Background: an optimization exercise with open tools, aiming at small area, a short achievable clock period and few clock cycles per item. Do not read the settings as production practice.
Only simulation tests tie the RTL to the original design; equivalence was not proved.
Power figures rest on the tool's default switching activity, not on a simulated workload.

==> flow/design.v (excerpt) <==
module ats_sensor_scan (
    input  wire        clk,
    input  wire        rst,           
    input  wire        start,         
    input  wire [15:0] now,           
    input  wire [7:0]  max_temp,      
    input  wire [7:0]  dis_temp,      
    output reg         ready,
    output reg  [7:0]  adc_en,        
    input  wire [15:0] adc_raw,       
    output reg         done,          
    output wire [63:0] readings,      
    output reg  [7:0]  max_reading,
    output reg         overheat
);
Size in the first run: ~1600 cells after synthesis, roughly 270 flip-flops, roughly 130 I/O pins.
clock: 17.0 ns
lec_check: 0
cap_margin: 30
core_margin: 2
core_utilization: 40
cts_cluster_diameter: 150
cts_cluster_size: 30
slew_margin: 20
standard.sh (not shown) runs the stock make flow with config.mk's settings and CLKGATE_MAP_FILE= SYNTH_SCRIPT=/design/flow/synth_recipe.tcl, a recipe that flattens the netlist after the stock synthesis.
==> flow/flow/run.sh <==
#!/bin/bash
# Own flow: the standard layout (standard.sh, unchanged synthesis), with
#  - the port buffers made of plain buffers.
# The whole make output goes to flow.log in the work folder; ORFS keeps each
# step's own log under orfs/logs/.
set -euo pipefail
export SETUP_SLACK_MARGIN="${SETUP_SLACK_MARGIN_OWN:-12}"
export TNS_END_PERCENT=100
export BUFFER_PORTS_ARGS="-buffer_cell sky130_fd_sc_hd__buf_2"
bash standard.sh > flow.log 2>&1
Testbench counts at the start, summed over its fixed seeds: cycles 35,208, scans 3,200.
==> next run, changes <==
--- a/flow/design.v
+++ b/flow/design.v
@@ -33,14 +33,16 @@
         else if (cnt == 4'd11)    cnt_n = 4'd0;
         else if (cnt != 4'd0)     cnt_n = cnt + 4'd1;
         else                      cnt_n = 4'd0;
     end
     wire [7:0] chan_rd = {chan[5:0], chan[7:6]};    
     reg [15:0] now_q;             
     reg [15:0] t_prev;            
+    reg        g_pend;            
+    reg [15:0] g_since;
     reg [7:0]  hi_q, lo_q;
     reg [15:0] raw_q;
     always @(posedge clk) begin
         raw_q <= adc_raw;
         if (ld) begin
             now_q  <= now;
             hi_q   <= max_temp;
@@ -91,15 +93,16 @@
     wire        pdc     = ~fresh & r_pdc[0];
     wire        psc     = ~fresh & r_psc[0];
     wire [6:0]  waited  = r_wait[0];
     wire dc_cond = (raw_q < DC_THRESHOLD);
     wire sc_cond = (raw_q > SC_THRESHOLD);
     wire dc_lat  = (rd_old == DISCONNECTED);
     wire sc_lat  = (rd_old == SHORT_CIRCUIT);
-    wire [15:0] gap = now_q - t_prev;
+    wire [15:0] diff = now_q - ((cnt == 4'd10) ? g_since : t_prev);
+    wire [15:0] gap  = diff;
     reg  [6:0]  gap_lo;
     reg         gap_small, gap_wrap;
     always @(posedge clk) begin
         gap_lo    <= gap[6:0];
         gap_small <= (gap < TIMEOUT);
         gap_wrap  <= (gap > 16'd65436);
     end
@@ -5169,16 +5172,14 @@
             r_wait[7]  <= wait_n;
         end else begin
             r_pdc[7]   <= r_pdc[0];
             r_psc[7]   <= r_psc[0];
             r_wait[7]  <= r_wait[0];
         end
     end
-    reg        g_pend;
-    reg [15:0] g_since;
     function sgt8(input [7:0] a, input [7:0] b);
         reg [7:0] g, l;
         reg [3:0] g1, l1;
         reg [1:0] g2, l2;
         integer n;
         begin
             g = {~a[7] & b[7], a[6:0] & ~b[6:0]};
@@ -5191,23 +5192,27 @@
                 g2[n] = g1[2*n+1] | (~l1[2*n+1] & g1[2*n]);
                 l2[n] = l1[2*n+1] | (~g1[2*n+1] & l1[2*n]);
             end
             sgt8 = g2[1] | (~l2[1] & g2[0]);
         end
     endfunction
     wire rq_gt_m  = sgt8(r_q, max_reading);
+    wire rq_gt_hi = sgt8(r_q, hi_q);
+    wire rq_lt_lo = sgt8(lo_q, r_q);
+    reg  any_gt_hi, all_lt_lo;    
     wire hi_en    = (hi_q != LIMIT_DISABLED);
     wire lo_en    = (lo_q != LIMIT_DISABLED);
-    wire raise_req = hi_en & (sgt8(max_reading, hi_q) | sgt8(r_q, hi_q));
-    wire lower_req = lo_en & sgt8(lo_q, max_reading) & sgt8(lo_q, r_q);
-    wire [15:0] g_elapsed = now_q - g_since;
-    wire g_expired = (g_elapsed >= TIMEOUT);
+    wire raise_req = hi_en & (any_gt_hi | rq_gt_hi);
+    wire lower_req = lo_en & all_lt_lo & rq_lt_lo;
+    wire g_expired = (diff >= TIMEOUT);
     always @(posedge clk) begin
         if (cnt == 4'd3 || rq_gt_m)
             max_reading <= r_q;
+        any_gt_hi <= (cnt != 4'd3 && any_gt_hi) | rq_gt_hi;
+        all_lt_lo <= (cnt == 4'd3 || all_lt_lo) & rq_lt_lo;
         if (rst) begin
             overheat <= 1'b0;
             g_pend   <= 1'b0;
         end else if (cnt == 4'd10) begin
             if (lower_req) begin
                 overheat <= 1'b0;
                 g_pend   <= 1'b0;
Total power went down by a few percent. Routed wire length went down by a little under a tenth. Register-to-register slack degrades by 0.31 ns. Worst setup slack improves by 0.011 ns. Synthesized cell count went down by a little under a tenth. Clock-buffer cell count went up by 1.
Testbench counts after the change, summed over its fixed seeds: cycles 35,208, scans 3,200.

-- what the ideal ports hide --
The flow's constraints put no driver on any port. The routed layouts listed below were extracted and timed again, unchanged, in two steps.
Step 1 assumes that a clkbuf_16 drives the clock port and a buf_2 every other input.
Step 2, shift: input delay + t, output delay - t, t = (earliest + latest rising clock arrival at the registers) / 2. This alone moves slack from input paths to output paths.
a / b / c = no drivers / after step 1 / after step 2; a / b = the first two.
run | t (ns) | setup slack, ns | worst data-port slew with drivers (ns)
the first run | 0.568 | 12.397 / 12.340 / 12.093 | 0.05
the second run | 0.559 | 12.407 / 12.416 / 11.862 | 0.06
After both steps every run listed still meets setup and hold. For the second run, which loses most, drivers alone change the setup slack by +0.009 ns; drivers and shift together by -0.545 ns.
